Background: an optimization exercise with open tools, aiming at a short achievable clock period and few clock cycles. Do not read the settings as production practice.
RTL that was checked went through simulation tests only; none was proved equivalent to the original.
For runs 1 and 2, only the layout was checked, not whether the RTL still works.
Power and IR drop assume default switching activity.

[design/flow/config.mk]
export PLATFORM = sky130hd
export DESIGN_NAME = flz_decomp
export DESIGN_NICKNAME = flz_decomp
export VERILOG_FILES = /design/flow/design.v
export SDC_FILE = /design/flow/constraint.sdc
export NUM_CORES = 4
export LEC_CHECK = 0
export CAP_MARGIN = 20
export CORE_MARGIN = 2
export CORE_UTILIZATION = 40
export SETUP_SLACK_MARGIN = 4
export SLEW_MARGIN = 20
[design/flow/constraint.sdc]
create_clock -name core_clock -period 6.0 [get_ports {clk}]
set_input_delay 1.2000 -clock core_clock [delete_from_list [all_inputs] [get_ports {clk}]]
set_output_delay 1.2000 -clock core_clock [all_outputs]
set_load 0.01 [all_outputs]
[design/flow/design.v]
module flz_decomp (
    input  wire        clk,
    input  wire        rst,         
    input  wire        start,
    input  wire        abort,
    input  wire [15:0] in_off,
    input  wire [15:0] in_len,
    output wire [15:0] in_addr,
    input  wire [7:0]  in_rdata,
    output wire        out_we,
    output wire [14:0] out_waddr,
    output wire [7:0]  out_wdata,
    output wire [14:0] out_raddr,
    input  wire [7:0]  out_rdata,
    output wire [1:0]  st,
    output reg  [1:0]  err,
    output reg  [2:0]  cause,
    output reg  [15:0] op
);
    localparam [1:0] ST_IDLE = 2'd0, ST_RUN = 2'd1, ST_DONE = 2'd2, ST_FAULT = 2'd3;
    localparam [1:0] E_NONE = 2'd0, E_UNSUPPORTED = 2'd1, E_CORRUPT = 2'd2;
    localparam [2:0] C_NONE = 3'd0, C_LEVEL = 3'd1, C_TRUNC_HDR = 3'd2, C_TRUNC_LIT = 3'd3,
                     C_TRUNC_MATCH = 3'd4, C_UNDERFLOW = 3'd5, C_OVERFLOW_LIT = 3'd6,
                     C_OVERFLOW_MATCH = 3'd7;
    localparam [2:0] T_CTRL = 3'd0, T_EXT = 3'd1, T_LO = 3'd2, T_LIT = 3'd3, T_STOP = 3'd4;
    localparam [1:0] K_LIT = 2'd0, K_MATCH = 2'd1, K_FIN = 2'd2;
    localparam [1:0] X_IDLE = 2'd0, X_LIT = 2'd1, X_COPY = 2'd2, X_FIN = 2'd3;
    localparam [1:0] D_LIT = 2'd0, D_MEM = 2'd1, D_H1 = 2'd2, D_H2 = 2'd3;
    reg  [1:0]  st_r;         
    reg  [1:0]  st_o;         
    assign st = st_o;
    wire running = (st_r == ST_RUN);
    wire go      = start && !running;       
    reg  [15:0] ip;           
    reg  [15:0] fleft;        
    reg         fnz;          
    reg  [3:0]  c_d;          
    reg  [4:0]  l_d;          
    reg  [3:0]  v_d;          
    reg         c_le5, c_le6, c_le7;     
    reg         l_le13, l_le14, l_le15;  
    reg         f1_v;         
    reg  [5:0]  f1_tag;       
    reg  [7:0]  iq;
    reg         iq_v;
    reg  [5:0]  iq_tag;
    reg  [7:0]  lq [0:15];
    reg  [4:0]  lq_w, lq_r;   
    reg  [1:0]  cq_type [0:7];
    reg  [8:0]  cq_cnt  [0:7];     
    reg         cq_one  [0:7];
    reg  [14:0] cq_rp   [0:7];
    reg  [1:0]  cq_dsel [0:7];
    reg  [3:0]  cq_w, cq_r;
    reg  [2:0]  t_st;
    reg         t_first;
    reg         t_end;        
    reg  [4:0]  t_cnt;        
    reg  [4:0]  t_hi;
    reg  [8:0]  t_n;
    reg         k_v;
    reg  [1:0]  k_type;
    reg  [8:0]  k_n;
    reg  [8:0]  k_add;        
    reg         k_one;
    reg  [12:0] k_ofs;
    reg  [1:0]  k_err;
    reg  [2:0]  k_cause;
    reg         c1_v;
    reg  [1:0]  c1_type;
    reg  [8:0]  c1_n;
    reg         c1_one;
    reg  [8:0]  c1_src_lo;    
    reg  [6:0]  c1_src_hi;    
    reg  [1:0]  c1_dsel;
    reg  [1:0]  c1_err;
    reg  [2:0]  c1_cause;
    reg         c1_hi_gt, c1_hi_eq, c1_lo_ge;    
    reg         c_stop;
    reg  [15:0] op_p;         
    reg  [1:0]  x_mode;
    reg  [8:0]  x_cnt;
    reg         x_last;       
    reg  [14:0] x_rp;
    reg  [1:0]  x_dsel;
    reg  [1:0]  x_err;
    reg  [2:0]  x_cause;
    reg         d_v;
    reg  [1:0]  d_sel;
    reg  [7:0]  d_lit;
    reg         w_v;
    reg  [14:0] wa;           
    reg  [7:0]  w_data;
    reg  [7:0]  h1;           
    reg  [7:0]  h2;           
    assign in_addr   = ip;
    assign out_raddr = x_rp;
    assign out_we    = w_v;
    assign out_waddr = wa;
    assign out_wdata = w_data;
    wire        fetch   = running && fnz &&
                          ((iq_v && f1_v)  ? (c_le5 && l_le13) :
                           (iq_v || f1_v)  ? (c_le6 && l_le14) : (c_le7 && l_le15));
    wire [3:0]  cq_occ  = c_d + {3'd0, v_d[3]} + {3'd0, v_d[2]} + {3'd0, v_d[1]} + {3'd0, v_d[0]};
    wire [4:0]  lq_occ  = l_d + {4'd0, v_d[1]} + {4'd0, v_d[0]};
    wire [5:0]  f_tag   = (fleft[15:6] != 10'd0) ? 6'd63 : (fleft[5:0] - 6'd1);
    wire [2:0]  c_len   = iq[7:5];
    wire        tr_lit  = (iq_tag <= {1'b0, iq[4:0]});
    wire        tr_sm   = (iq_tag == 6'd0);
    wire        tr_lm   = (iq_tag[5:1] == 5'd0);
    wire        t_lit   = running && iq_v && (t_st == T_LIT);
    wire        t_fin   = running && (t_st == T_CTRL) && t_end && c_le7;
    wire        c1_uf   = c1_hi_gt || (c1_hi_eq && c1_lo_ge);
    wire        c2_ovf  = op_p[15] && (op_p[14:0] != 15'd0);
    wire [14:0] c1_src  = {c1_src_hi + {6'd0, c1_src_lo[8]}, c1_src_lo[7:0]};
    wire        c_push  = running && c1_v && !c_stop;
    reg         lq_ne;        
    reg         cq_ne;        
    wire        x_lpop  = (x_mode == X_LIT) && lq_ne;
    wire        x_free  = (x_mode == X_IDLE) || (x_last && ((x_mode == X_COPY) || x_lpop));
    wire        x_load  = running && x_free && cq_ne;
    wire [7:0]  d_byte  = (d_sel == D_LIT) ? d_lit :
                          (d_sel == D_MEM) ? out_rdata :
                          (d_sel == D_H1)  ? h1 : h2;
    integer i;
    always @(posedge clk) begin
        f1_v   <= fetch;
        f1_tag <= f_tag;
        iq     <= in_rdata;
        iq_v   <= f1_v;
        iq_tag <= f1_tag;
        ip     <= ip + {15'd0, fetch};
        c_d    <= cq_w - cq_r;
        l_d    <= lq_w - lq_r;
        v_d    <= {c1_v, k_v, iq_v, f1_v};
        c_le5  <= (cq_occ <= 4'd5);
        c_le6  <= (cq_occ <= 4'd6);
        c_le7  <= (cq_occ <= 4'd7);
        l_le13 <= (lq_occ <= 5'd13);
        l_le14 <= (lq_occ <= 5'd14);
        l_le15 <= (lq_occ <= 5'd15);
        if (fetch) begin
            fleft <= fleft - 16'd1;
            fnz   <= (fleft != 16'd1);
        end
        if (t_lit) begin
            lq[lq_w[3:0]] <= iq;
            lq_w     <= lq_w + 5'd1;
        end
        lq_r <= lq_r + {4'd0, x_lpop};
        lq_ne <= t_lit ? (x_lpop ? lq_ne : 1'b1) : (x_lpop ? (lq_w - lq_r != 5'd1) : lq_ne);
        cq_ne <= c_push ? (x_load ? cq_ne : 1'b1) : (x_load ? (cq_w - cq_r != 4'd1) : cq_ne);
        k_v   <= 1'b0;
        k_add <= 9'd0;
        if (running) begin
            case (t_st)
                T_CTRL: begin
                    if (t_fin) begin
                        k_v     <= 1'b1;
                        k_type  <= K_FIN;
                        k_err   <= t_first ? E_CORRUPT : E_NONE;
                        k_cause <= t_first ? C_TRUNC_HDR : C_NONE;
                        t_st    <= T_STOP;
                    end else if (iq_v) begin
                        t_first <= 1'b0;
                        t_hi    <= iq[4:0];
                        k_n     <= {4'd0, iq[4:0]} + 9'd1;
                        k_one   <= (iq[4:0] == 5'd0);
                        t_cnt   <= iq[4:0];
                        t_n     <= {6'd0, c_len} + 9'd2;
                        k_err   <= E_CORRUPT;
                        k_type  <= K_FIN;
                        if (t_first && c_len != 3'd0) begin
                            k_v     <= 1'b1;
                            k_err   <= E_UNSUPPORTED;
                            k_cause <= C_LEVEL;
                            t_st    <= T_STOP;
                        end else if (c_len == 3'd0) begin
                            k_v     <= 1'b1;
                            k_cause <= C_TRUNC_LIT;
                            if (tr_lit) t_st <= T_STOP;
                            else begin
                                k_type <= K_LIT;
                                k_add  <= {4'd0, iq[4:0]} + 9'd1;
                                t_st   <= T_LIT;
                            end
                        end else begin
                            k_cause <= C_TRUNC_MATCH;
                            if ((c_len == 3'd7) ? tr_lm : tr_sm) begin
                                k_v  <= 1'b1;
                                t_st <= T_STOP;
                            end else
                                t_st <= (c_len == 3'd7) ? T_EXT : T_LO;
                        end
                    end
                end
                T_EXT: if (iq_v) begin
                    t_n  <= {1'b0, iq} + 9'd9;
                    t_st <= T_LO;
                end
                T_LO: if (iq_v) begin
                    k_v    <= 1'b1;
                    k_type <= K_MATCH;
                    k_n    <= t_n;
                    k_add  <= t_n;
                    k_one  <= 1'b0;
                    k_ofs  <= {t_hi, iq};
                    t_st   <= T_CTRL;
                end
                T_LIT: if (iq_v) begin
                    t_cnt <= t_cnt - 5'd1;
                    if (t_cnt == 5'd0) t_st <= T_CTRL;
                end
                default: ;
            endcase
            if (iq_v && iq_tag == 6'd0) t_end <= 1'b1;
        end
        c1_v     <= running && k_v;
        c1_type  <= k_type;
        c1_n     <= k_n;
        c1_one   <= k_one;
        c1_src_lo <= {1'b0, op_p[7:0]} + {1'b0, ~k_ofs[7:0]};
        c1_src_hi <= op_p[14:8] + {2'b11, ~k_ofs[12:8]};
        c1_dsel  <= (k_ofs == 13'd0) ? D_H1 : (k_ofs == 13'd1) ? D_H2 : D_MEM;
        c1_err   <= k_err;
        c1_cause <= k_cause;
        c1_hi_gt <= ({3'd0, k_ofs[12:8]} >  op_p[15:8]);
        c1_hi_eq <= ({3'd0, k_ofs[12:8]} == op_p[15:8]);
        c1_lo_ge <= (k_ofs[7:0] >= op_p[7:0]);
        op_p     <= op_p + {7'd0, k_add};
        if (c_push) begin
            cq_cnt[cq_w[2:0]]   <= c1_n;
            cq_one[cq_w[2:0]]   <= c1_one;
            cq_rp[cq_w[2:0]]    <= c1_src;
            cq_dsel[cq_w[2:0]]  <= c1_dsel;
            cq_type[cq_w[2:0]]  <= c1_type;
            if (c1_type == K_FIN) cq_cnt[cq_w[2:0]] <= {4'd0, c1_err, c1_cause};
            if (c1_type == K_FIN) c_stop <= 1'b1;
            if (c1_type == K_LIT && c2_ovf) begin
                cq_type[cq_w[2:0]]  <= K_FIN;
                cq_cnt[cq_w[2:0]]   <= {4'd0, E_CORRUPT, C_OVERFLOW_LIT};
                c_stop         <= 1'b1;
            end
            if (c1_type == K_MATCH && (c1_uf || c2_ovf)) begin
                cq_type[cq_w[2:0]]  <= K_FIN;
                cq_cnt[cq_w[2:0]]   <= {4'd0, E_CORRUPT, c1_uf ? C_UNDERFLOW : C_OVERFLOW_MATCH};
                c_stop         <= 1'b1;
            end
            cq_w <= cq_w + 4'd1;
        end
        cq_r <= cq_r + {3'd0, x_load};
        w_v    <= d_v;
        w_data <= d_byte;
        if (d_v) begin
            h1 <= d_byte;
            h2 <= h1;
        end
        op <= op + {15'd0, w_v};
        wa <= wa + {14'd0, w_v};
        d_v  <= 1'b0;
        x_rp <= x_rp + {14'd0, x_mode == X_COPY};
        case (x_mode)
            X_COPY: begin
                d_v    <= 1'b1;
                d_sel  <= x_dsel;
                x_cnt  <= x_cnt - 9'd1;
                x_last <= (x_cnt == 9'd2);
                if (x_last) x_mode <= X_IDLE;
            end
            X_LIT: begin
                if (lq_ne) begin
                    d_v    <= 1'b1;
                    d_sel  <= D_LIT;
                    d_lit  <= lq[lq_r[3:0]];
                    x_cnt  <= x_cnt - 9'd1;
                    x_last <= (x_cnt == 9'd2);
                    if (x_last) x_mode <= X_IDLE;
                end
            end
            X_FIN: begin
                if (!d_v) begin
                    st_r   <= (x_err == E_NONE) ? ST_DONE : ST_FAULT;
                    st_o   <= (x_err == E_NONE) ? ST_DONE : ST_FAULT;
                    err    <= x_err;
                    cause  <= x_cause;
                    x_mode <= X_IDLE;
                end
            end
            default: ;
        endcase
        if (x_load) begin
            x_mode  <= (cq_type[cq_r[2:0]] == K_LIT) ? X_LIT : (cq_type[cq_r[2:0]] == K_MATCH) ? X_COPY : X_FIN;
            x_cnt   <= cq_cnt[cq_r[2:0]];
            x_last  <= cq_one[cq_r[2:0]];
            x_rp    <= cq_rp[cq_r[2:0]];
            x_dsel  <= cq_dsel[cq_r[2:0]];
            x_err   <= cq_cnt[cq_r[2:0]][4:3];
            x_cause <= cq_cnt[cq_r[2:0]][2:0];
        end
        if (rst || abort || go) begin
            f1_v   <= 1'b0;
            iq_v   <= 1'b0;
            k_v    <= 1'b0;
            k_add  <= 9'd0;
            lq_w   <= 5'd0;
            lq_ne  <= 1'b0;
            cq_ne  <= 1'b0;
            lq_r   <= 5'd0;
            cq_w   <= 4'd0;
            cq_r   <= 4'd0;
            x_mode <= X_IDLE;
            d_v    <= 1'b0;
            w_v    <= 1'b0;
            t_st   <= T_STOP;
            c_stop <= 1'b1;
            c1_v   <= 1'b0;
            fnz    <= 1'b0;
            c_d    <= 4'd0;
            l_d    <= 5'd0;
            v_d    <= 4'd0;
            c_le5  <= 1'b0;
            c_le6  <= 1'b0;
            c_le7  <= 1'b0;
            l_le13 <= 1'b0;
            l_le14 <= 1'b0;
            l_le15 <= 1'b0;
        end
        if (rst || abort) begin
            st_r  <= ST_IDLE;
            st_o  <= ST_IDLE;
            err   <= E_NONE;
            cause <= C_NONE;
            if (rst) begin
                op <= 16'd0;
                wa <= 15'd0;
            end
        end else begin
            if (start && st_o != ST_RUN) st_o <= ST_RUN;
        end
        if (!(rst || abort) && go) begin
            st_r    <= ST_RUN;
            err     <= E_NONE;
            cause   <= C_NONE;
            op      <= 16'd0;
            wa      <= 15'd0;
            ip      <= in_off;
            fleft   <= in_len;
            fnz     <= (in_len != 16'd0);
            c_le5   <= 1'b1;
            c_le6   <= 1'b1;
            c_le7   <= 1'b1;
            l_le13  <= 1'b1;
            l_le14  <= 1'b1;
            l_le15  <= 1'b1;
            t_st    <= T_CTRL;
            t_first <= 1'b1;
            t_end   <= (in_len == 16'd0);
            c_stop  <= 1'b0;
            op_p    <= 16'd0;
        end
    end
endmodule
[design/flow/run.sh]
#!/bin/bash
# synth_recipe.tcl (not shown) runs the flow's synth.tcl, then flattens the netlist and writes it again
# the make line also repeats each setting of config.mk as NAME=value (left out here)
make -C /OpenROAD-flow-scripts/flow DESIGN_CONFIG=/design/flow/config.mk WORK_HOME=/design/flow/orfs CLKGATE_MAP_FILE= SYNTH_SCRIPT=/design/flow/synth_recipe.tcl finish
==> results.json, run 1 <==
{
  "status": "finished clean",
  "ys.flop_type": "edfxtp_1",
  "holdWs_ns": 0.326,
  "crit_path_start_kind": "flip-flop",
  "end_kind": "output pin",
  "synth-seq-area-share_pct": 65.6,
  "start_util_pct": 40.2,
  "arrival_ns": 1.09,
  "vias": 17625,
  "io_buffers": 129,
  "clock_path_buffers": 3,
  "grt-ovfl-total": 0,
  "setup_ws_ns": 3.71,
  "hold_violations": 0,
  "pre_cts_ws_ns": 2.41,
  "hold_class": "flip-flop to flip-flop",
  "syn_nets": 2113,
  "final_nets": 2498,
  "syn_area_sq_mm": 0.0280,
  "ys_seq_elements": 683,
  "die_x_um": 269,
  "cts-hold-fix-buffers": 0,
  "reg2reg_setup_slack_ns": 3.73,
  "dr_wl_met2_um": 34700,
  "drt-initial-drc-count": 1197,
  "drv_cap": 0,
  "first_pass_iters": 5,
  "grt_max_degree": 43,
  "finalCritPeriodShare_pct": 38.1,
  "finalSetupViolations": 0,
  "max_freq_ghz": 0.438,
  "ant_nets": 0,
  "max_slew_margin_pct": 45.8,
  "wl_met3_um": 4070,
  "die-area_sq_mm": 0.0722,
  "maxSlewViolCount": 0,
  "route.detailed.drc": 0,
  "mostFrequentLayoutCells": "470 x edfxtp_1, 166 x buf_4, 148 x nand2_1",
  "ir_worst_vdd_mv": 0.153,
  "wl_per_cell_um": 21.2,
  "final_common_cell": "edfxtp_1",
  "cp_cell_sequence": "buf_6",
  "p_per_area_mw_per_mm2": 268,
  "skew_ns": 0.0171,
  "worst_path_max_delay_cell": "dfxtp_4",
  "p_leak_nw": 13.1,
  "dieHeight_um": 269,
  "root_buffer": "clkbuf_16",
  "critPathTopFamily": "flip-flops",
  "finalCriticalPeriod_ns": 2.29,
  "required_ns": 4.80,
  "coreArea_sq_mm": 0.0697,
  "syn_inst": 1971,
  "antenna_cells": 0,
  "clk_latency_ns": 0.60,
  "utilization_pct": 53.6,
  "ioPinCount": 130,
  "rows": 97,
  "grt_use_total_pct": 19.5,
  "crit_type": "flip-flop to output pin",
  "wirelength_um": 70900,
  "drive_gt1_share_pct": 37.3,
  "cts_tree": "built",
  "wirelength_met1_um": 30300,
  "async_flop_share_pct": 0,
  "routed.top_layer": "met4",
  "nFillCells": 5687,
  "clk_pin_slew_ns": 0.06,
  "gp_congestion": 0.844,
  "rsz0062_at_grt": "yes",
  "critPathMaxFanout": 2,
  "cp.buffers_inverters": 1,
  "grt_pass1_vias": 17760,
  "synth.distinct_cells": 69,
  "numCtsBuffers": 74,
  "ys_warn_count": 1,
  "hpwl_um": 40100,
  "worst-slew-pin-transition_ns": 0.807,
  "via_per_inst": 5.26,
  "antenna_found_initial": 0,
  "synth_edf_count": 470,
  "tns_ns": 0,
  "clock_sinks": 683,
  "areaGrowthSynthToFinish_pct": 33.3,
  "avgSynthCellArea_sq_um": 14.2,
  "h-tree-depth": 3,
  "max_stage_delay_ns": 0.36,
  "grt_pass1_wl_um": 106000
}
-- through the flow --
stage,instances,total power [mW],instance area [sq um]
2_1_floorplan,1971,5.28,28500
3_3_place_gp,2978,5.40,30600
3_5_place_dp,2978,5.41,30600
4_1_cts,3276,10.1,35800
5_1_grt,3353,10.3,37300
6_report,3353,10.0,37300
-- metal layers --
metal	up-vias	global-route usage, %
met5	-	0
met4	0	5.83
met3	105	2.93
met2	537	32.2
met1	8855	26.7
li1	8128	-
-- Yosys cell counts (14+ instances only) --
cell / count / area [sq um]
nand2_1: 172 / 646
inv_1: 64 / 240
xnor2_1: 54 / 473
edfxtp_1: 470 / 14100
nor2b_1: 14 / 87.6
xor2_1: 73 / 639
dfxtp_1: 213 / 4260
a21oi_1: 59 / 295
nand3_1: 44 / 220
nor4_1: 18 / 113
a211oi_1: 21 / 158
o21ai_0: 70 / 350
nand4_1: 15 / 93.8
nor3_1: 38 / 190
and2_1: 45 / 282
mux4_2: 106 / 2390
clkbuf_1: 59 / 221
ha_1: 81 / 1010
nor2_1: 156 / 586
and3_1: 22 / 138
-- sequential cells by signal (all words and copies together), names as in the netlist, 9 cells and up --
name / flops
k_ofs: 13
c1_src_lo: 9
k_n: 9
cq_cnt: 72
c1_n: 9
cq_type: 16
t_n: 9
op_p: 16
cq_dsel: 16
cq_rp: 120
k_add: 9
ip: 16
fleft: 16
wa: 15
op: 16
x_cnt: 9
x_rp: 15
lq: 128
-- path summary, 6_finish.rpt --
path	startpoint	to	cells after the start
max	w_v	out_we	1
min	f1_tag[4]	iq_tag[4]	0
min reg2reg	f1_tag[4]	iq_tag[4]	0
max reg2reg	op_p[4]	c_stop	7
-- cell type report --
class	count	area, sq um	area share (%)
well taps	940	1180	3.15
clock buffers	106	2210	5.92
flip-flops and latches	683	18600	49.9
clock inverters	27	248	0.663
repair buffers	376	4060	10.9
inverters	66	275	0.737
multi-input cells	1155	10800	28.8
-- cell families (layout without fill, tap and decap cells) --
logic type,Yosys count,in the layout,synth area share [%]
DFF,683,683,65.6
xor gates and xnor gates,127,127,3.97
and+or+nand+nor,583,593,10.0
buffers and inverters,145,575,2.03
adders and majority gates,90,90,4.26
muxes,124,124,9.19
AOI/OAI and AO/OA,219,221,4.89
-- where the power goes --
group | switching, mW | leakage [nW] | internal [mW]
Sequential | 0.0365 | 5.91 | 5.02
Clock | 1.84 | 1.20 | 2.74
Combinational | 0.173 | 5.97 | 0.186
-- what timing repair did --
action | CTS | global route
setup endpoints to repair | 804 | 548
pin swaps | 55 | 78
gates resized for setup | 712 | 191
gates cloned | 19 | 7
buffers inserted | 146 | 70
==> run 2, diff against run 1 <==
--- a/design/flow/design.v
+++ b/design/flow/design.v
@@ -38,5 +38,8 @@
     reg  [4:0]  l_d;          
-    reg  [3:0]  v_d;          
+    reg  [4:0]  v_d;          
     reg         c_le5, c_le6, c_le7;     
     reg         l_le13, l_le14, l_le15;  
+    reg  [15:0] ia;           
+    reg         f0_v;         
+    reg  [5:0]  f0_tag;
     reg         f1_v;         
@@ -87,2 +90,6 @@
     reg  [2:0]  x_cause;
+    reg  [14:0] ra;           
+    reg         r_v;          
+    reg  [1:0]  r_sel;
+    reg  [7:0]  r_lit;
     reg         d_v;
@@ -90,2 +97,3 @@
     reg  [7:0]  d_lit;
+    reg  [15:0] cnt_d;        
     reg         w_v;
@@ -95,4 +103,4 @@
     reg  [7:0]  h2;           
-    assign in_addr   = ip;
-    assign out_raddr = x_rp;
+    assign in_addr   = ia;
+    assign out_raddr = ra;
     assign out_we    = w_v;
@@ -101,6 +109,7 @@
     wire        fetch   = running && fnz &&
-                          ((iq_v && f1_v)  ? (c_le5 && l_le13) :
-                           (iq_v || f1_v)  ? (c_le6 && l_le14) : (c_le7 && l_le15));
-    wire [3:0]  cq_occ  = c_d + {3'd0, v_d[3]} + {3'd0, v_d[2]} + {3'd0, v_d[1]} + {3'd0, v_d[0]};
-    wire [4:0]  lq_occ  = l_d + {4'd0, v_d[1]} + {4'd0, v_d[0]};
+                          ((f1_v && f0_v)  ? (c_le5 && l_le13) :
+                           (f1_v || f0_v)  ? (c_le6 && l_le14) : (c_le7 && l_le15));
+    wire [3:0]  cq_occ  = c_d + {3'd0, v_d[4]} + {3'd0, v_d[3]} + {3'd0, v_d[2]} + {3'd0, v_d[1]} +
+                          {3'd0, v_d[0]};
+    wire [4:0]  lq_occ  = l_d + {4'd0, v_d[2]} + {4'd0, v_d[1]} + {4'd0, v_d[0]};
     wire [5:0]  f_tag   = (fleft[15:6] != 10'd0) ? 6'd63 : (fleft[5:0] - 6'd1);
@@ -126,4 +135,7 @@
     always @(posedge clk) begin
-        f1_v   <= fetch;
-        f1_tag <= f_tag;
+        f0_v   <= fetch;
+        f0_tag <= f_tag;
+        ia     <= ip;
+        f1_v   <= f0_v;
+        f1_tag <= f0_tag;
         iq     <= in_rdata;
@@ -134,3 +146,3 @@
         l_d    <= lq_w - lq_r;
-        v_d    <= {c1_v, k_v, iq_v, f1_v};
+        v_d    <= {c1_v, k_v, iq_v, f1_v, f0_v};
         c_le5  <= (cq_occ <= 4'd5);
@@ -257,10 +269,15 @@
         end
-        op <= op + {15'd0, w_v};
-        wa <= wa + {14'd0, w_v};
-        d_v  <= 1'b0;
-        x_rp <= x_rp + {14'd0, x_mode == X_COPY};
+        cnt_d <= cnt_d + {15'd0, d_v};
+        op    <= cnt_d;
+        wa    <= cnt_d[14:0];
+        d_v   <= r_v;
+        d_sel <= r_sel;
+        d_lit <= r_lit;
+        ra    <= x_rp;
+        r_v   <= 1'b0;
+        x_rp  <= x_rp + {14'd0, x_mode == X_COPY};
         case (x_mode)
             X_COPY: begin
-                d_v    <= 1'b1;
-                d_sel  <= x_dsel;
+                r_v    <= 1'b1;
+                r_sel  <= x_dsel;
                 x_cnt  <= x_cnt - 9'd1;
@@ -271,5 +288,5 @@
                 if (lq_ne) begin
-                    d_v    <= 1'b1;
-                    d_sel  <= D_LIT;
-                    d_lit  <= lq[lq_r[3:0]];
+                    r_v    <= 1'b1;
+                    r_sel  <= D_LIT;
+                    r_lit  <= lq[lq_r[3:0]];
                     x_cnt  <= x_cnt - 9'd1;
@@ -280,3 +297,3 @@
             X_FIN: begin
-                if (!d_v) begin
+                if (!r_v && !d_v) begin
                     st_r   <= (x_err == E_NONE) ? ST_DONE : ST_FAULT;
@@ -300,2 +317,3 @@
         if (rst || abort || go) begin
+            f0_v   <= 1'b0;
             f1_v   <= 1'b0;
@@ -311,2 +329,3 @@
             x_mode <= X_IDLE;
+            r_v    <= 1'b0;
             d_v    <= 1'b0;
@@ -319,3 +338,3 @@
             l_d    <= 5'd0;
-            v_d    <= 4'd0;
+            v_d    <= 5'd0;
             c_le5  <= 1'b0;
@@ -333,4 +352,5 @@
             if (rst) begin
-                op <= 16'd0;
-                wa <= 15'd0;
+                op    <= 16'd0;
+                wa    <= 15'd0;
+                cnt_d <= 16'd0;
             end
@@ -345,2 +365,3 @@
             wa      <= 15'd0;
+            cnt_d   <= 16'd0;
             ip      <= in_off;
==> results.json, run 2 <==
{
  "synth_edf_count": 470,
  "hold_violations": 0,
  "root_buffer": "clkbuf_16",
  "antenna_found_initial": 1,
  "grt_pass1_vias": 17563,
  "start_util_pct": 40.4,
  "ys_top_cells_by_count": "470 x edfxtp_1, 263 x dfxtp_1, 171 x nand2_1",
  "ioPinCount": 130,
  "holdWs_ns": 0.318,
  "dieHeight_um": 273,
  "use_met1_pct": 23.6,
  "critPathMaxFanout": 2,
  "skew_ns": 0.0297,
  "clk_latency_ns": 0.62,
  "synth_top_area_share_pct": 48.8,
  "p_per_area_mw_per_mm2": 273,
  "worst-slew-pin-transition_ns": 0.859,
  "ys_warn_count": 1,
  "final_common_cell": "edfxtp_1",
  "synth_area_leader_cell": "edfxtp_1",
  "synth.distinct_cells": 73,
  "final_nets": 2485,
  "wl_per_cell_um": 20.9,
  "finalCriticalPeriod_ns": 2.49,
  "regArea_sq_mm": 0.0195,
  "required_ns": 6.51,
  "wirelength_um": 70000,
  "first_pass_iters": 5,
  "rsz0062_at_grt": "yes",
  "cts_tree": "built",
  "drive_gt1_share_pct": 34.2,
  "grtUsageMet3_pct": 2.93,
  "worst-r2r-cell-count": 8,
  "status": "finished clean",
  "crit_type": "flip-flop to flip-flop",
  "h-tree-depth": 3,
  "ant_nets": 0,
  "multi_input_area_sq_mm": 0.0104,
  "ir_worst_vdd_mv": 0.171,
  "nFillCells": 5783,
  "rows": 98,
  "cts-hold-fix-buffers": 0,
  "synth_most_common_cell": "edfxtp_1",
  "cp-endpoint": "c_le6",
  "max_freq_ghz": 0.401,
  "antenna_cells": 0,
  "syn_inst": 2015,
  "cp_cell_sequence": "fa_1 -> inv_1 -> fa_1 -> inv_1 -> ha_2 -> fa_2 -> and3_4 -> a21oi_2",
  "finalCritPeriodShare_pct": 41.5,
  "hold_class": "flip-flop to flip-flop",
  "grt_pass1_wl_um": 104000,
  "arrival_ns": 3.00,
  "top_usage_layer": "met2",
  "gp_congestion": 0.812,
  "numCtsBuffers": 78,
  "clock_path_buffers": 3,
  "mostFrequentLayoutCells": "470 x edfxtp_1, 191 x dfxtp_1, 154 x nand2_1",
  "end_kind": "flip-flop",
  "areaGrowthSynthToFinish_pct": 30.1,
  "die-area_sq_mm": 0.0744,
  "drt-initial-drc-count": 1162,
  "grt_max_degree": 36,
  "clock_sinks": 733,
  "grt_use_total_pct": 18.4,
  "utilization_pct": 52.6,
  "hpwl_um": 39800,
  "synth-seq-area-share_pct": 67.0,
  "drv_cap": 0,
  "crit_path_start_kind": "flip-flop",
  "avgSynthCellArea_sq_um": 14.3,
  "grt-ovfl-total": 0,
  "synth_area_leaders": "edfxtp_1 49%, dfxtp_1 18%, mux4_2 8.3%, ha_1 3.6%, nand2_1 2.2%",
  "max_stage_delay_ns": 0.54,
  "route.detailed.drc": 0,
  "power.total_mw": 10.3,
  "async_flop_share_pct": 0,
  "r2r-start": "c_d[0]",
  "cp-startpoint": "c_d[0]",
  "clk_pin_slew_ns": 0.06,
  "ys_seq_elements": 733,
  "maxSlewViolCount": 0,
  "max_slew_margin_pct": 42.4,
  "io_buffers": 129,
  "syn_nets": 2160,
  "vias": 17378,
  "p_leak_nw": 13.3,
  "coreArea_sq_mm": 0.0715,
  "worst_path_max_delay_cell": "fa_1",
  "grt_util_met2_pct": 31.3,
  "via_per_inst": 5.18,
  "syn_area_sq_mm": 0.0289,
  "tns_ns": 0,
  "reg2reg_setup_slack_ns": 3.51,
  "finalSetupViolations": 0,
  "largest_register_ffs": 128,
  "timing.rr.end": "c_le6",
  "ys.flop_type": "edfxtp_1",
  "die_x_um": 273
}
run 2: worst min path at each step:
stage / startpoint / to / slack (ns) / depth (start not counted)
after floorplan: f0_tag[0] / f1_tag[0] / 0.31 / 0
final: f0_tag[5] / f1_tag[5] / 0.32 / 0
after global placement: f1_tag[5] / iq_tag[5] / 0.31 / 0
after detailed placement: f0_tag[0] / f1_tag[0] / 0.31 / 0
after CTS: f0_tag[5] / f1_tag[5] / 0.32 / 0
after global routing: f1_tag[0] / iq_tag[0] / 0.33 / 0
run 2: logic make-up (layout without fill, tap and decap cells):
kind of cell	Yosys count	count (layout)	synth area share (%)
simple gates	583	589	9.72
xor+xnor	116	116	3.51
compound gates	210	210	4.30
buf+inv	162	545	2.48
fa+ha+maj	93	93	4.28
flops	733	733	67.0
mux	118	118	8.68
run 2: metal layers:
layer | wire length, um | vias to the layer above
met5 | 0 | -
met4 | 2120 | 0
met3 | 3240 | 114
met2 | 35300 | 426
met1 | 29300 | 8800
li1 | - | 8038
run 2: what timing repair did:
action / CTS / global route
buffers inserted: 112 / 49
gates cloned: 20 / 6
setup endpoints to repair: 792 / 544
gates resized for setup: 648 / 182
pin swaps: 71 / 77
run 2: final cells by class:
cell class,instances,share of cell area (%)
Inverter,74,0.858
Timing Repair inverter,5,0.326
Multi-Input combinational cell,1126,27.6
Clock buffer,107,5.75
Timing Repair Buffer,322,9.73
Clock inverter,37,0.712
Sequential cell,733,51.9
Tap cell,950,3.16
run 2: metrics by stage:
| stage | setup slack, ns | instances | instance area (sq um) |
|---|---|---|---|
| after global placement | 2.24 | 3023 | 31400 |
| after floorplan | 3.62 | 2015 | 29400 |
| after detailed placement | 2.16 | 3023 | 31400 |
| after global routing | 3.45 | 3354 | 37600 |
| final | 3.51 | 3354 | 37600 |
| after CTS | 3.53 | 3299 | 36300 |
run 2: worst max-delay path, delay by kind of cell, from the launching register on:
kind	cells	cell delay, ns
simple gates	1	0.19
buf+inv	2	0.10
compound gates	1	0.05
flops	1	0.33
fa+ha+maj	4	1.71
run 2: where the power goes:
group	switching [mW]	total (mW)	internal, mW
clock	1.94	4.56	2.62
sequential	0.0544	5.44	5.38
combinational	0.144	0.279	0.136
==> run 3, diff against run 2 <==
--- a/design/flow/design.v
+++ b/design/flow/design.v
@@ -38,3 +38,4 @@
     reg  [4:0]  l_d;          
-    reg  [4:0]  v_d;          
+    reg  [2:0]  vc_d;         
+    reg  [1:0]  vl_d;         
     reg         c_le5, c_le6, c_le7;     
@@ -81,2 +82,3 @@
     reg         c1_hi_gt, c1_hi_eq, c1_lo_ge;    
+    reg         c1_ovf;
     reg         c_stop;
@@ -98,2 +100,3 @@
     reg  [15:0] cnt_d;        
+    reg  [15:0] cnt_r;        
     reg         w_v;
@@ -111,5 +114,4 @@
                            (f1_v || f0_v)  ? (c_le6 && l_le14) : (c_le7 && l_le15));
-    wire [3:0]  cq_occ  = c_d + {3'd0, v_d[4]} + {3'd0, v_d[3]} + {3'd0, v_d[2]} + {3'd0, v_d[1]} +
-                          {3'd0, v_d[0]};
-    wire [4:0]  lq_occ  = l_d + {4'd0, v_d[2]} + {4'd0, v_d[1]} + {4'd0, v_d[0]};
+    wire [3:0]  cq_occ  = c_d + {1'd0, vc_d};
+    wire [4:0]  lq_occ  = l_d + {3'd0, vl_d};
     wire [5:0]  f_tag   = (fleft[15:6] != 10'd0) ? 6'd63 : (fleft[5:0] - 6'd1);
@@ -122,3 +124,5 @@
     wire        c1_uf   = c1_hi_gt || (c1_hi_eq && c1_lo_ge);
-    wire        c2_ovf  = op_p[15] && (op_p[14:0] != 15'd0);
+    wire [9:0]  ov_sum  = {1'b0, op_p[8:0]} + {1'b0, k_add};
+    wire        ovf     = ((op_p[15:9] == 7'd64) && (k_add != 9'd0)) ||
+                          ((op_p[15:9] == 7'd63) && (ov_sum > 10'd512));
     wire [14:0] c1_src  = {c1_src_hi + {6'd0, c1_src_lo[8]}, c1_src_lo[7:0]};
@@ -146,3 +150,4 @@
         l_d    <= lq_w - lq_r;
-        v_d    <= {c1_v, k_v, iq_v, f1_v, f0_v};
+        vc_d   <= {2'd0, c1_v} + {2'd0, k_v} + {2'd0, iq_v} + {2'd0, f1_v} + {2'd0, f0_v};
+        vl_d   <= {1'd0, iq_v} + {1'd0, f1_v} + {1'd0, f0_v};
         c_le5  <= (cq_occ <= 4'd5);
@@ -238,2 +243,3 @@
         c1_cause <= k_cause;
+        c1_ovf   <= ovf;
         c1_hi_gt <= ({3'd0, k_ofs[12:8]} >  op_p[15:8]);
@@ -250,3 +256,3 @@
             if (c1_type == K_FIN) c_stop <= 1'b1;
-            if (c1_type == K_LIT && c2_ovf) begin
+            if (c1_type == K_LIT && c1_ovf) begin
                 cq_type[cq_w[2:0]]  <= K_FIN;
@@ -255,3 +261,3 @@
             end
-            if (c1_type == K_MATCH && (c1_uf || c2_ovf)) begin
+            if (c1_type == K_MATCH && (c1_uf || c1_ovf)) begin
                 cq_type[cq_w[2:0]]  <= K_FIN;
@@ -270,3 +276,4 @@
         cnt_d <= cnt_d + {15'd0, d_v};
-        op    <= cnt_d;
+        cnt_r <= cnt_r + {15'd0, r_v};
+        op    <= cnt_r;           
         wa    <= cnt_d[14:0];
@@ -338,3 +345,4 @@
             l_d    <= 5'd0;
-            v_d    <= 5'd0;
+            vc_d   <= 3'd0;
+            vl_d   <= 2'd0;
             c_le5  <= 1'b0;
@@ -355,2 +363,3 @@
                 cnt_d <= 16'd0;
+                cnt_r <= 16'd0;
             end
@@ -366,2 +375,3 @@
             cnt_d   <= 16'd0;
+            cnt_r   <= 16'd0;
             ip      <= in_off;
--- a/design/flow/config.mk
+++ b/design/flow/config.mk
@@ -9,3 +9,3 @@
 export CORE_MARGIN = 2
-export CORE_UTILIZATION = 40
+export CORE_UTILIZATION = 70
 export SETUP_SLACK_MARGIN = 4
==> results.json, run 3 <==
{
  "status": "finished clean",
  "cp_cell_sequence": "buf_6",
  "via_per_inst": 6.62,
  "syn_nets": 2234,
  "hold_depth": 0,
  "worst_path_max_delay_cell": "dfxtp_4",
  "die_x_um": 210,
  "areaGrowthSynthToFinish_pct": 26.8,
  "max_slew_margin_pct": 54.3,
  "hold_violations": 0,
  "grt_max_degree": 37,
  "mostFrequentLayoutCells": "470 x edfxtp_1, 214 x dfxtp_1, 180 x nand2_1",
  "antenna_found_initial": 0,
  "arrival_ns": 1.08,
  "combPwrFrac_pct": 2.8,
  "grt_pass1_vias": 19578,
  "grt_use_total_pct": 35.1,
  "ant_nets": 0,
  "crit_type": "flip-flop to output pin",
  "rsz0062_at_grt": "yes",
  "ys_top_cells_by_count": "470 x edfxtp_1, 296 x dfxtp_1, 194 x nand2_1",
  "synth.distinct_cells": 61,
  "synth_top_area_share_pct": 47.5,
  "first_pass_iters": 6,
  "syn_area_sq_mm": 0.0297,
  "p_int_mw": 8.50,
  "antenna_cells": 0,
  "seqPwrFrac_pct": 52.5,
  "syn_inst": 2085,
  "route.detailed.drc": 0,
  "root_buffer": "clkbuf_16",
  "end_kind": "output pin",
  "ys_warn_count": 1,
  "nFillCells": 1468,
  "io_buffers": 129,
  "ys_seq_elements": 766,
  "power.total_mw": 10.8,
  "gp_congestion": 0.820,
  "synth_most_common_cell": "edfxtp_1",
  "numCtsBuffers": 76,
  "ys.flop_type": "edfxtp_1",
  "vias": 20132,
  "largest_register_ffs": 128,
  "maxSlewViolCount": 0,
  "die-area_sq_mm": 0.0441,
  "worst-r2r-cell-count": 15,
  "wirelength_um": 87600,
  "clock_path_buffers": 3,
  "clk_latency_ns": 0.62,
  "hold_class": "flip-flop to flip-flop",
  "synth_edf_count": 470,
  "rows": 75,
  "grt-ovfl-total": 0,
  "p_clk_share_pct": 44.8,
  "final_nets": 2592,
  "wl_per_cell_um": 28.8,
  "finalCriticalPeriod_ns": 2.28,
  "worst-slew-pin-transition_ns": 0.683,
  "finalCritPeriodShare_pct": 38.0,
  "max_stage_delay_ns": 0.36,
  "drt-initial-drc-count": 2626,
  "drive_gt1_share_pct": 32.3,
  "critPathTopFamily": "flip-flops",
  "required_ns": 4.80,
  "p_sw_mw": 2.30,
  "cts-hold-fix-buffers": 0,
  "p_sw_share_pct": 21.3,
  "synth-seq-area-share_pct": 67.4,
  "h-tree-depth": 3,
  "synth_area_leader_cell": "edfxtp_1",
  "critPathMaxFanout": 1,
  "crit_cells": 1,
  "tns_ns": 0,
  "ir_worst_vdd_mv": 0.416,
  "final_common_cell": "edfxtp_1",
  "drv_cap": 0,
  "clk_pin_slew_ns": 0.07,
  "dieHeight_um": 210,
  "p_per_area_mw_per_mm2": 286,
  "p_leak_nw": 13.7,
  "finalSetupViolations": 0,
  "hpwl_um": 39300,
  "avgSynthCellArea_sq_um": 14.3,
  "grt_pass1_wl_um": 115000,
  "coreArea_sq_mm": 0.0419,
  "clock_sinks": 766,
  "ioPinCount": 130,
  "skew_ns": 0.0262,
  "synth_area_leaders": "edfxtp_1 47%, dfxtp_1 20%, mux4_2 8.0%, ha_1 3.7%, nand2_1 2.5%",
  "cp.buffers_inverters": 1,
  "crit_path_start_kind": "flip-flop",
  "max_freq_ghz": 0.438,
  "async_flop_share_pct": 0,
  "cts_tree": "built",
  "start_util_pct": 70.9
}
-- run 3: cell count changes in the layout (fill, tap and decap cells not counted), sizes merged, moves of 6 or more --
cell    change
nand2      +23
nor2        -6
dfxtp      +33
nor3        -9
a211oi      -8
xnor2       +9
and2       +21
a31oi       -8
clkinv      -9
buf        +20
and3       +22
-- run 3: layout make-up --
cell class / count / area, sq um / share of cell area, %
Timing Repair Buffer: 342 / 3440 / 9.13
Clock inverter: 35 / 310 / 0.823
Multi-Input combinational cell: 1184 / 10600 / 28.1
Clock buffer: 104 / 2170 / 5.76
Sequential cell: 766 / 20200 / 53.6
Tap cell: 539 / 674 / 1.79
Inverter: 73 / 295 / 0.783
-- run 3: what timing repair did --
action / in CTS / in global routing
buffers inserted: 101 / 82
endpoints found under the setup margin: 813 / 727
cloned: 6 / 11
gates resized for setup: 591 / 191
pin swaps: 70 / 75
-- run 3: metal layers --
| layer | wire length, um | share of wire (%) | track usage [%] | vias up |
|---|---|---|---|---|
| li1 | - | - | - | 8333 |
| met1 | 29400 | 34 | 42.8 | 9965 |
| met2 | 45000 | 51 | 62.1 | 1446 |
| met3 | 7890 | 9.0 | 5.24 | 388 |
| met4 | 5360 | 6.1 | 16.1 | 0 |
| met5 | 0 | 0 | 0 | - |
-- run 3: path summary, 6_finish.rpt --
kind | startpoint | endpoint | slack [ns]
max | ia[1] | in_addr[1] | 3.72
min | f1_tag[1] | iq_tag[1] | 0.32
max reg2reg | f0_v | ip[8] | 3.80
min reg2reg | f1_tag[1] | iq_tag[1] | 0.32
-- run 3: power groups by stage --
stage / sequential, mW / combinational, mW / clock, mW
2_1_floorplan: 5.77 / 0.0984 / 0
3_3_place_gp: 5.78 / 0.203 / 0
3_5_place_dp: 5.78 / 0.209 / 0
4_1_cts: 5.66 / 0.232 / 4.76
5_1_grt: 5.67 / 0.311 / 5.01
6_report: 5.67 / 0.298 / 4.84
-- run 3: kinds of logic after synthesis --
kind of cell | after synthesis | synth area share (%)
flip-flops | 766 | 67.4
AND/OR/NAND/NOR | 630 | 10.2
AO/OA/AOI/OAI | 200 | 3.86
buffers and inverters | 142 | 1.84
XOR/XNOR | 129 | 3.80
multiplexers | 121 | 8.55
adder cells (fa/ha/maj) | 97 | 4.34
-- run 3: through the flow --
stage / hold WS, ns / area [sq um] / cells / setup slack [ns] / utilization, %
after floorplan: 0.310 / 30100 / 2085 / 3.78 / -
after CTS: 0.325 / 36100 / 2950 / 3.70 / 86.0
after detailed placement: 0.312 / 31800 / 2704 / 2.43 / 75.8
after global placement: 0.311 / 31800 / 2704 / 2.52 / 75.8
final: 0.321 / 37700 / 3043 / 3.72 / 89.9
after global routing: 0.335 / 37700 / 3043 / 3.65 / 89.9
-- run 3: worst reg2reg max path, delay by kind of cell, from the launching register on --
| kind | cells | cell delay [ns] |
|---|---|---|
| flip-flops | 1 | 0.37 |
| AND/OR/NAND/NOR | 4 | 0.41 |
| adder cells (fa/ha/maj) | 3 | 0.40 |
| XOR/XNOR | 1 | 0.14 |
| AO/OA/AOI/OAI | 3 | 0.31 |
| buffers and inverters | 4 | 0.43 |
Testbench counts of run 3, summed over its fixed seeds: cycles 297,194.
==> run 4, diff against run 3 <==
--- a/design/flow/config.mk
+++ b/design/flow/config.mk
@@ -9,3 +9,4 @@
 export CORE_MARGIN = 2
-export CORE_UTILIZATION = 70
+export CORE_UTILIZATION = 50
+export PLACE_DENSITY = 0.7
 export SETUP_SLACK_MARGIN = 4
==> results.json, run 4 <==
{
  "cp_cell_sequence": "buf_6",
  "synth_area_leaders": "edfxtp_1 47%, dfxtp_1 20%, mux4_2 8.0%, ha_1 3.7%, nand2_1 2.5%",
  "synth_most_common_cell": "edfxtp_1",
  "die-area_sq_mm": 0.0614,
  "worst_path_max_delay_cell": "dfxtp_4",
  "rows": 89,
  "die_x_um": 248,
  "finalCritPeriodShare_pct": 38.1,
  "dp_cells": 2936,
  "grt_use_total_pct": 21.9,
  "tns_ns": 0,
  "crit_type": "flip-flop to output pin",
  "rsz0062_at_grt": "yes",
  "hpwl_um": 39100,
  "clock_sinks": 766,
  "ys.flop_type": "edfxtp_1",
  "root_buffer": "clkbuf_16",
  "grt_max_degree": 37,
  "fin_cells": 3219,
  "antenna_found_initial": 0,
  "cts_tree": "built",
  "finalCriticalPeriod_ns": 2.29,
  "finalSetupViolations": 0,
  "vias": 17933,
  "synth_edf_count": 470,
  "first_pass_iters": 5,
  "clk_pin_slew_ns": 0.06,
  "ys_warn_count": 1,
  "critPathMaxFanout": 2,
  "wirelength_um": 68500,
  "cts-hold-fix-buffers": 0,
  "r2r-start": "f1_v",
  "via_per_inst": 5.57,
  "numCtsBuffers": 77,
  "final_common_cell": "edfxtp_1",
  "arrival_ns": 1.09,
  "timing.rr.end": "ip[14]",
  "io_buffers": 129,
  "hold_depth": 0,
  "end_kind": "output pin",
  "worst-r2r-cell-count": 14,
  "synth_top_area_share_pct": 47.5,
  "syn_area_sq_mm": 0.0297,
  "nFillCells": 4061,
  "status": "finished clean",
  "cp.buffers_inverters": 1,
  "gp_congestion": 0.832,
  "ir_worst_vdd_mv": 0.255,
  "dieHeight_um": 248,
  "syn_inst": 2085,
  "reg2reg_setup_slack_ns": 3.80,
  "mostFrequentLayoutCells": "470 x edfxtp_1, 215 x dfxtp_1, 180 x nand2_1",
  "syn_nets": 2234,
  "coreArea_sq_mm": 0.0589,
  "skew_ns": 0.0242,
  "p_per_area_mw_per_mm2": 288,
  "drive_gt1_share_pct": 30.1,
  "areaGrowthSynthToFinish_pct": 26.1,
  "clk_latency_ns": 0.62,
  "largest_register_ffs": 128,
  "min_to": "iq_tag[0]",
  "grt_pass1_vias": 18109,
  "route.detailed.drc": 0,
  "max_stage_delay_ns": 0.36,
  "hold_violations": 0,
  "synth.distinct_cells": 61,
  "hold_path_startpoint": "f1_tag[0]",
  "wl_per_cell_um": 21.3,
  "drt-initial-drc-count": 1392,
  "max_slew_margin_pct": 54.0,
  "h-tree-depth": 3,
  "maxSlewViolCount": 0,
  "ys_top_cells_by_count": "470 x edfxtp_1, 296 x dfxtp_1, 194 x nand2_1",
  "async_flop_share_pct": 0,
  "max_freq_ghz": 0.437,
  "holdWs_ns": 0.313,
  "synth-seq-area-share_pct": 67.4,
  "hold_class": "flip-flop to flip-flop",
  "ioPinCount": 130,
  "critPathTopFamily": "flip-flops",
  "grt_pass1_wl_um": 102000,
  "final_nets": 2533,
  "cp-startpoint": "cause[2]",
  "avgSynthCellArea_sq_um": 14.3,
  "required_ns": 4.80,
  "p_leak_nw": 13.4,
  "grt-ovfl-total": 0,
  "utilization_pct": 63.6,
  "worst-slew-pin-transition_ns": 0.685,
  "start_util_pct": 50.5,
  "ant_nets": 0,
  "synth_area_leader_cell": "edfxtp_1",
  "ys_seq_elements": 766,
  "drv_cap": 0,
  "clock_path_buffers": 3,
  "crit_path_start_kind": "flip-flop"
}
-- run 4: cell counts after synthesis --
Identical to the previous run, type by type.
-- run 4: metrics by stage --
stage	worst slack (ns)	cell area, sq um	power [mW]
after floorplan	3.78	30100	5.87
after global placement	2.60	32100	5.98
after detailed placement	2.47	32100	5.99
after CTS	3.70	36400	10.8
after global routing	3.66	37500	11.1
final	3.71	37500	10.8
-- run 4: cell type report --
class | instances | area (sq um) | area share, %
sequential | 766 | 20200 | 53.9
clock buffer | 110 | 2270 | 6.07
tap | 773 | 967 | 2.58
multi-input combinational | 1180 | 10400 | 27.8
timing repair buffer | 286 | 3020 | 8.07
clock inverter | 30 | 303 | 0.808
antenna | 1 | 2.50 | 0.00668
inverter | 73 | 285 | 0.761
-- run 4: worst max-delay path by stage --
stage | to | slack (ns) | depth (start not counted)
floorplan | fleft[10] | 3.78 | 5
global placement | wa[7] | 2.60 | 6
detailed placement | wa[3] | 2.47 | 6
CTS | cause[2] | 3.70 | 1
global route | ip[14] | 3.66 | 14
finish | cause[2] | 3.71 | 1
-- run 4: per-layer routing --
| metal | up-vias | GRT usage, % | share of wire (%) |
|---|---|---|---|
| li1 | 8207 | - | - |
| met1 | 9029 | 27.9 | 41 |
| met2 | 546 | 37.9 | 51 |
| met3 | 151 | 3.86 | 5.1 |
| met4 | 0 | 7.66 | 3.6 |
| met5 | - | 0 | 0 |
-- run 4: kinds of logic (layout without fill, tap and decap cells) --
group / Yosys count / in the layout / share of synthesized area [%]
mux: 121 / 121 / 8.55
flops: 766 / 766 / 67.4
xor+xnor: 129 / 129 / 3.80
simple gates: 630 / 633 / 10.2
fa+ha+maj: 97 / 97 / 4.34
other cells: 0 / 1 / 0
buf+inv: 142 / 499 / 1.84
compound gates: 200 / 200 / 3.86
-- run 4: repair_timing --
item | in CTS | in global routing
endpoints found under the hold margin | 0 | 0
endpoints found under the setup margin | 811 | 463
resized for setup | 587 | 169
pin swaps | 61 | 59
gates cloned | 10 | 3
buffers inserted | 88 | 41
-- run 4: power breakdown --
| group | leakage [nW] | switching [mW] | total, mW | internal [mW] |
|---|---|---|---|---|
| Sequential | 6.63 | 0.0594 | 5.66 | 5.60 |
| Combinational | 5.52 | 0.131 | 0.254 | 0.124 |
| Clock | 1.27 | 1.98 | 4.88 | 2.90 |
| Total | 13.4 | 2.17 | 10.8 | 8.62 |
==> run 5, diff against run 4 <==
--- a/design/flow/config.mk
+++ b/design/flow/config.mk
@@ -9,4 +9,3 @@
 export CORE_MARGIN = 2
-export CORE_UTILIZATION = 50
-export PLACE_DENSITY = 0.7
+export CORE_UTILIZATION = 40
 export SETUP_SLACK_MARGIN = 4
==> results.json, run 5 <==
{
  "grt_use_total_pct": 18.1,
  "start_util_pct": 40.6,
  "final_nets": 2575,
  "crit_type": "flip-flop to output pin",
  "via_per_inst": 5.20,
  "tns_ns": 0,
  "dieHeight_um": 277,
  "grt-ovfl-total": 0,
  "synth_area_leaders": "edfxtp_1 47%, dfxtp_1 20%, mux4_2 8.0%, ha_1 3.7%, nand2_1 2.5%",
  "combPwrFrac_pct": 2.5,
  "maxSlewViolCount": 0,
  "synth-seq-area-share_pct": 67.4,
  "synth_edf_count": 470,
  "synth.distinct_cells": 61,
  "finalCriticalPeriod_ns": 2.26,
  "grt_pass1_vias": 18400,
  "p_per_area_mw_per_mm2": 278,
  "avgSynthCellArea_sq_um": 14.3,
  "ys.flop_type": "edfxtp_1",
  "ys_seq_elements": 766,
  "antenna_cells": 0,
  "ant_nets": 0,
  "drt-initial-drc-count": 1182,
  "hold_violations": 0,
  "coreArea_sq_mm": 0.0732,
  "numCtsBuffers": 80,
  "critPathTopFamily": "flip-flops",
  "rsz0062_at_grt": "yes",
  "critPathMaxFanout": 2,
  "drive_gt1_share_pct": 32.6,
  "seqPwrFrac_pct": 52.9,
  "p_int_mw": 8.51,
  "mostFrequentLayoutCells": "470 x edfxtp_1, 208 x dfxtp_1, 176 x nand2_1",
  "clk_latency_ns": 0.62,
  "route.detailed.drc": 0,
  "grt_max_degree": 37,
  "pre_cts_ws_ns": 2.31,
  "ys_warn_count": 1,
  "root_buffer": "clkbuf_16",
  "setup_ws_ns": 3.74,
  "crit_path_start_kind": "flip-flop",
  "synth_most_common_cell": "edfxtp_1",
  "p_sw_mw": 2.17,
  "p_sw_share_pct": 20.3,
  "max_freq_ghz": 0.442,
  "areaGrowthSynthToFinish_pct": 29.3,
  "max_stage_delay_ns": 0.33,
  "cts_tree": "built",
  "synth_area_leader_cell": "edfxtp_1",
  "syn_inst": 2085,
  "cp_cell_sequence": "buf_6",
  "syn_nets": 2234,
  "first_pass_iters": 5,
  "wirelength_um": 71200,
  "vias": 17933,
  "max_slew_margin_pct": 51.4,
  "ioPinCount": 130,
  "worst_path_max_delay_cell": "dfxtp_2",
  "wl_per_cell_um": 20.6,
  "largest_register_ffs": 128,
  "rows": 99,
  "async_flop_share_pct": 0,
  "status": "finished clean",
  "utilization_pct": 52.5,
  "die_x_um": 277,
  "holdWs_ns": 0.325,
  "ys_top_cells_by_count": "470 x edfxtp_1, 296 x dfxtp_1, 194 x nand2_1",
  "synth_top_area_share_pct": 47.5,
  "nFillCells": 5884,
  "final_common_cell": "edfxtp_1",
  "finalCritPeriodShare_pct": 37.7,
  "grt_pass1_wl_um": 107000,
  "p_leak_nw": 13.7,
  "end_kind": "output pin",
  "worst-slew-pin-transition_ns": 0.724,
  "syn_area_sq_mm": 0.0297,
  "clock_sinks": 766,
  "hpwl_um": 41500,
  "io_buffers": 129,
  "antenna_found_initial": 0,
  "p_clk_share_pct": 44.6,
  "die-area_sq_mm": 0.0765,
  "skew_ns": 0.0214,
  "finalSetupViolations": 0,
  "clock_path_buffers": 3,
  "ir_worst_vdd_mv": 0.231,
  "cp.buffers_inverters": 1,
  "drv_cap": 0,
  "h-tree-depth": 3,
  "arrival_ns": 1.06,
  "clk_pin_slew_ns": 0.06,
  "required_ns": 4.80,
  "gp_congestion": 0.835,
  "hold_class": "flip-flop to flip-flop"
}
run 5: path summary, 6_finish.rpt:
path	start	end	slack, ns	cells past startpoint
worst max-delay path	cause[0]	cause[0]	3.74	1
worst min-delay path	f1_tag[1]	iq_tag[1]	0.33	0
worst max register to register	f1_v	ip[12]	3.82	15
worst min register to register	f1_tag[1]	iq_tag[1]	0.33	0
run 5: area by class of cell:
type                            instances  area (sq um)  area share (%)
Inverter                               73           295           0.768
Tap cell                              959          1200            3.12
Multi-Input combinational cell       1184         10700            27.7
Clock inverter                         21           164           0.426
Timing Repair Buffer                  321          3580            9.31
Clock buffer                          123          2350            6.11
Sequential cell                       766         20200            52.5
run 5: kinds of logic (layout without fill, tap and decap cells):
logic type	after synthesis	count (layout)	synth area share (%)
DFF	766	766	67.4
and+or+nand+nor	630	637	10.2
muxes	121	121	8.55
AOI/OAI and AO/OA	200	200	3.86
buffers and inverters	142	538	1.84
xor gates and xnor gates	129	129	3.80
adders and majority gates	97	97	4.34
run 5: metrics by stage:
step / power [mW] / instances / instance area, sq um
2_1_floorplan: 5.87 / 2085 / 30100
3_3_place_gp: 5.98 / 3123 / 32300
3_5_place_dp: 5.99 / 3123 / 32300
4_1_cts: 10.7 / 3402 / 37300
5_1_grt: 11.0 / 3447 / 38400
6_report: 10.7 / 3447 / 38400
run 5: power by group through the flow:
stage	Sequential (mW)	Combinational, mW	Clock [mW]
3_3_place_gp	5.76	0.221	0
6_report	5.65	0.266	4.76
5_1_grt	5.65	0.289	5.08
4_1_cts	5.65	0.247	4.86
3_5_place_dp	5.77	0.225	0
2_1_floorplan	5.77	0.0984	0
run 5: what timing repair did:
action                     in CTS  in global routing
buffers inserted              124                 39
gates cloned                   11                  6
setup endpoints to repair     803                539
pin swaps                      92                 58
hold buffers                    0                  0
resized for setup             650                176
run 5: layer usage:
metal / part of all wire, % / vias up / routed length (um) / global-route usage (%)
met1: 43 / 9045 / 30500 / 23.5
met3: 4.4 / 130 / 3160 / 3.01
li1: - / 8313 / - / -
met5: 0 / - / 0 / 0
met4: 2.8 / 0 / 2000 / 5.18
met2: 50 / 445 / 35500 / 31.2
==> run 6, diff against run 5 <==
--- a/design/flow/design.v
+++ b/design/flow/design.v
@@ -137,3 +137,2 @@
                           (d_sel == D_H1)  ? h1 : h2;
-    integer i;
     always @(posedge clk) begin
==> results.json, run 6 <==
{
  "cts-hold-fix-buffers": 0,
  "status": "finished clean",
  "required_ns": 4.80,
  "grt_max_degree": 37,
  "clk_latency_ns": 0.62,
  "r2r-start": "f1_v",
  "crit_path_start_kind": "flip-flop",
  "reg2reg_setup_slack_ns": 3.82,
  "synth_top_area_share_pct": 47.5,
  "cp_cell_sequence": "buf_6",
  "grt_pass1_wl_um": 107000,
  "root_buffer": "clkbuf_16",
  "worst-r2r-cell-count": 15,
  "power.total_mw": 10.7,
  "finalCritPeriodShare_pct": 37.7,
  "timing.rr.end": "ip[12]",
  "skew_ns": 0.0214,
  "antenna_cells": 0,
  "arrival_ns": 1.06,
  "hold_depth": 0,
  "hpwl_um": 41500,
  "syn_inst": 2085,
  "critPathMaxFanout": 2,
  "drive_gt1_share_pct": 32.6,
  "h-tree-depth": 3,
  "worst_path_max_delay_cell": "dfxtp_2",
  "via_per_inst": 5.20,
  "avgSynthCellArea_sq_um": 14.3,
  "wirelength_um": 71200,
  "async_flop_share_pct": 0,
  "cts_tree": "built",
  "synth_area_leaders": "edfxtp_1 47%, dfxtp_1 20%, mux4_2 8.0%, ha_1 3.7%, nand2_1 2.5%",
  "syn_nets": 2234,
  "finalSetupViolations": 0,
  "ys.flop_type": "edfxtp_1",
  "first_pass_iters": 5,
  "min_to": "iq_tag[1]",
  "numCtsBuffers": 80,
  "p_int_mw": 8.51,
  "areaGrowthSynthToFinish_pct": 29.3,
  "hold_class": "flip-flop to flip-flop",
  "p_per_area_mw_per_mm2": 278,
  "max_stage_delay_ns": 0.33,
  "coreArea_sq_mm": 0.0732,
  "hold_violations": 0,
  "maxSlewViolCount": 0,
  "p_clk_share_pct": 44.6,
  "end_kind": "output pin",
  "grt_use_total_pct": 18.1,
  "drt-initial-drc-count": 1182,
  "ys_warn_count": 1,
  "critPathTopFamily": "flip-flops",
  "final_nets": 2575,
  "io_buffers": 129,
  "holdWs_ns": 0.325,
  "clock_sinks": 766,
  "clk_pin_slew_ns": 0.06,
  "grt-ovfl-total": 0,
  "seqPwrFrac_pct": 52.9,
  "rsz0062_at_grt": "yes",
  "ir_worst_vdd_mv": 0.231,
  "crit_type": "flip-flop to output pin",
  "start_util_pct": 40.6,
  "hold_path_startpoint": "f1_tag[1]",
  "rows": 99,
  "antenna_found_initial": 0,
  "die-area_sq_mm": 0.0765,
  "ant_nets": 0,
  "die_x_um": 277,
  "gp_congestion": 0.835,
  "synth.distinct_cells": 61,
  "grt_pass1_vias": 18400,
  "syn_area_sq_mm": 0.0297,
  "finalCriticalPeriod_ns": 2.26,
  "synth_most_common_cell": "edfxtp_1",
  "drv_cap": 0,
  "synth_area_leader_cell": "edfxtp_1",
  "p_sw_share_pct": 20.3,
  "worst-slew-pin-transition_ns": 0.724,
  "p_sw_mw": 2.17,
  "clock_path_buffers": 3,
  "synth-seq-area-share_pct": 67.4,
  "vias": 17933,
  "largest_register_ffs": 128,
  "ys_seq_elements": 766,
  "p_leak_nw": 13.7,
  "ys_top_cells_by_count": "470 x edfxtp_1, 296 x dfxtp_1, 194 x nand2_1",
  "mostFrequentLayoutCells": "470 x edfxtp_1, 208 x dfxtp_1, 176 x nand2_1",
  "synth_edf_count": 470,
  "dieHeight_um": 277,
  "ioPinCount": 130,
  "wl_per_cell_um": 20.6,
  "cp.buffers_inverters": 1,
  "max_slew_margin_pct": 51.4,
  "combPwrFrac_pct": 2.5,
  "tns_ns": 0,
  "route.detailed.drc": 0,
  "final_common_cell": "edfxtp_1",
  "max_freq_ghz": 0.442
}
[run 6: cell counts after synthesis]
No cell type changed its count.
[run 6: through the flow]
stage / utilization, % / std cells / area [sq um] / setup slack [ns]
after floorplan: - / 2085 / 30100 / 3.78
after global placement: 44.1 / 3123 / 32300 / 2.39
after detailed placement: 44.1 / 3123 / 32300 / 2.31
after CTS: 51.0 / 3402 / 37300 / 3.69
after global routing: 52.5 / 3447 / 38400 / 3.65
final: 52.5 / 3447 / 38400 / 3.74
[run 6: cell type report]
class | instances | area [sq um]
fillers | 5884 | 34800
flip-flops and latches | 766 | 20200
multi-input cells | 1184 | 10700
repair buffers | 321 | 3580
clock buffers | 123 | 2350
well taps | 959 | 1200
inverters | 73 | 295
clock inverters | 21 | 164
[run 6: routing by layer]
layer  share of wire [%]  wire, um  global-route usage [%]
met3                 4.4      3160                    3.01
met1                  43     30500                    23.5
met2                  50     35500                    31.2
met4                 2.8      2000                    5.18
met5                   0         0                       0
[run 6: power by group through the flow]
stage	logic [mW]	registers [mW]	clock network [mW]
6_report	0.266	5.65	4.76
2_1_floorplan	0.0984	5.77	0
4_1_cts	0.247	5.65	4.86
5_1_grt	0.289	5.65	5.08
3_3_place_gp	0.221	5.76	0
3_5_place_dp	0.225	5.77	0
[run 6: what timing repair did]
item	in CTS	in global routing
pin swaps	92	58
endpoints found under the setup margin	803	539
buffers inserted	124	39
gates cloned	11	6
resized for setup	650	176
[run 6: logic make-up after synthesis]
logic type | Yosys count | share of synthesized area (%)
flops | 766 | 67.4
simple gates | 630 | 10.2
compound gates | 200 | 3.86
buf+inv | 142 | 1.84
xor+xnor | 129 | 3.80
mux | 121 | 8.55
fa+ha+maj | 97 | 4.34
[run 6: how the worst max path moves through the flow]
stage	startpoint	to	slack (ns)	cells past startpoint
after global routing	f1_v	ip[14]	3.65	14
final	cause[0]	cause[0]	3.74	1
after detailed placement	start	op[0]	2.31	6
after global placement	start	wa[7]	2.39	6
after floorplan	abort	fleft[10]	3.78	5
after CTS	cause[0]	cause[0]	3.69	1
Testbench counts of run 6, summed over its fixed seeds: cycles 297,194.

-- port drivers added, routing unchanged --
No port has a modelled driver above. Below, the same layouts with a new extraction and two added sets of constraints. Step 1, drivers: a clkbuf_16 drives clk and a buf_2 each remaining input, both assumed. Step 2 moves the port delays by t, midway between the first and last clock arrival at a register: inputs arrive t later, outputs are due t later. That takes back most of the time a late clock gives input paths. Slacks: no drivers / after step 1 / after step 2; pairs: no drivers / after step 1.
| run | t, ns | setup slack, ns | hold slack, ns | worst data-port slew with drivers (ns) |
|---|---|---|---|---|
| run 1 | 0.665 | 3.715 / 3.647 / 3.277 | 0.326 / 0.326 / 0.326 | 0.07 |
| run 2 | 0.677 | 3.507 / 3.507 / 3.345 | 0.318 / 0.318 / 0.318 | 0.06 |
| run 3 | 0.671 | 3.719 / 3.655 / 3.283 | 0.321 / 0.321 / 0.321 | 0.07 |
| run 4 | 0.669 | 3.714 / 3.650 / 3.305 | 0.313 / 0.313 / 0.313 | 0.06 |
| run 5 | 0.673 | 3.736 / 3.668 / 3.324 | 0.325 / 0.325 / 0.325 | 0.06 |
| run 6 | 0.673 | 3.736 / 3.668 / 3.324 | 0.325 / 0.325 / 0.325 | 0.06 |
After both steps setup and hold are still met in every run listed. For run 1, which loses most, drivers alone change the setup slack by -0.068 ns; drivers and shift together by -0.438 ns.
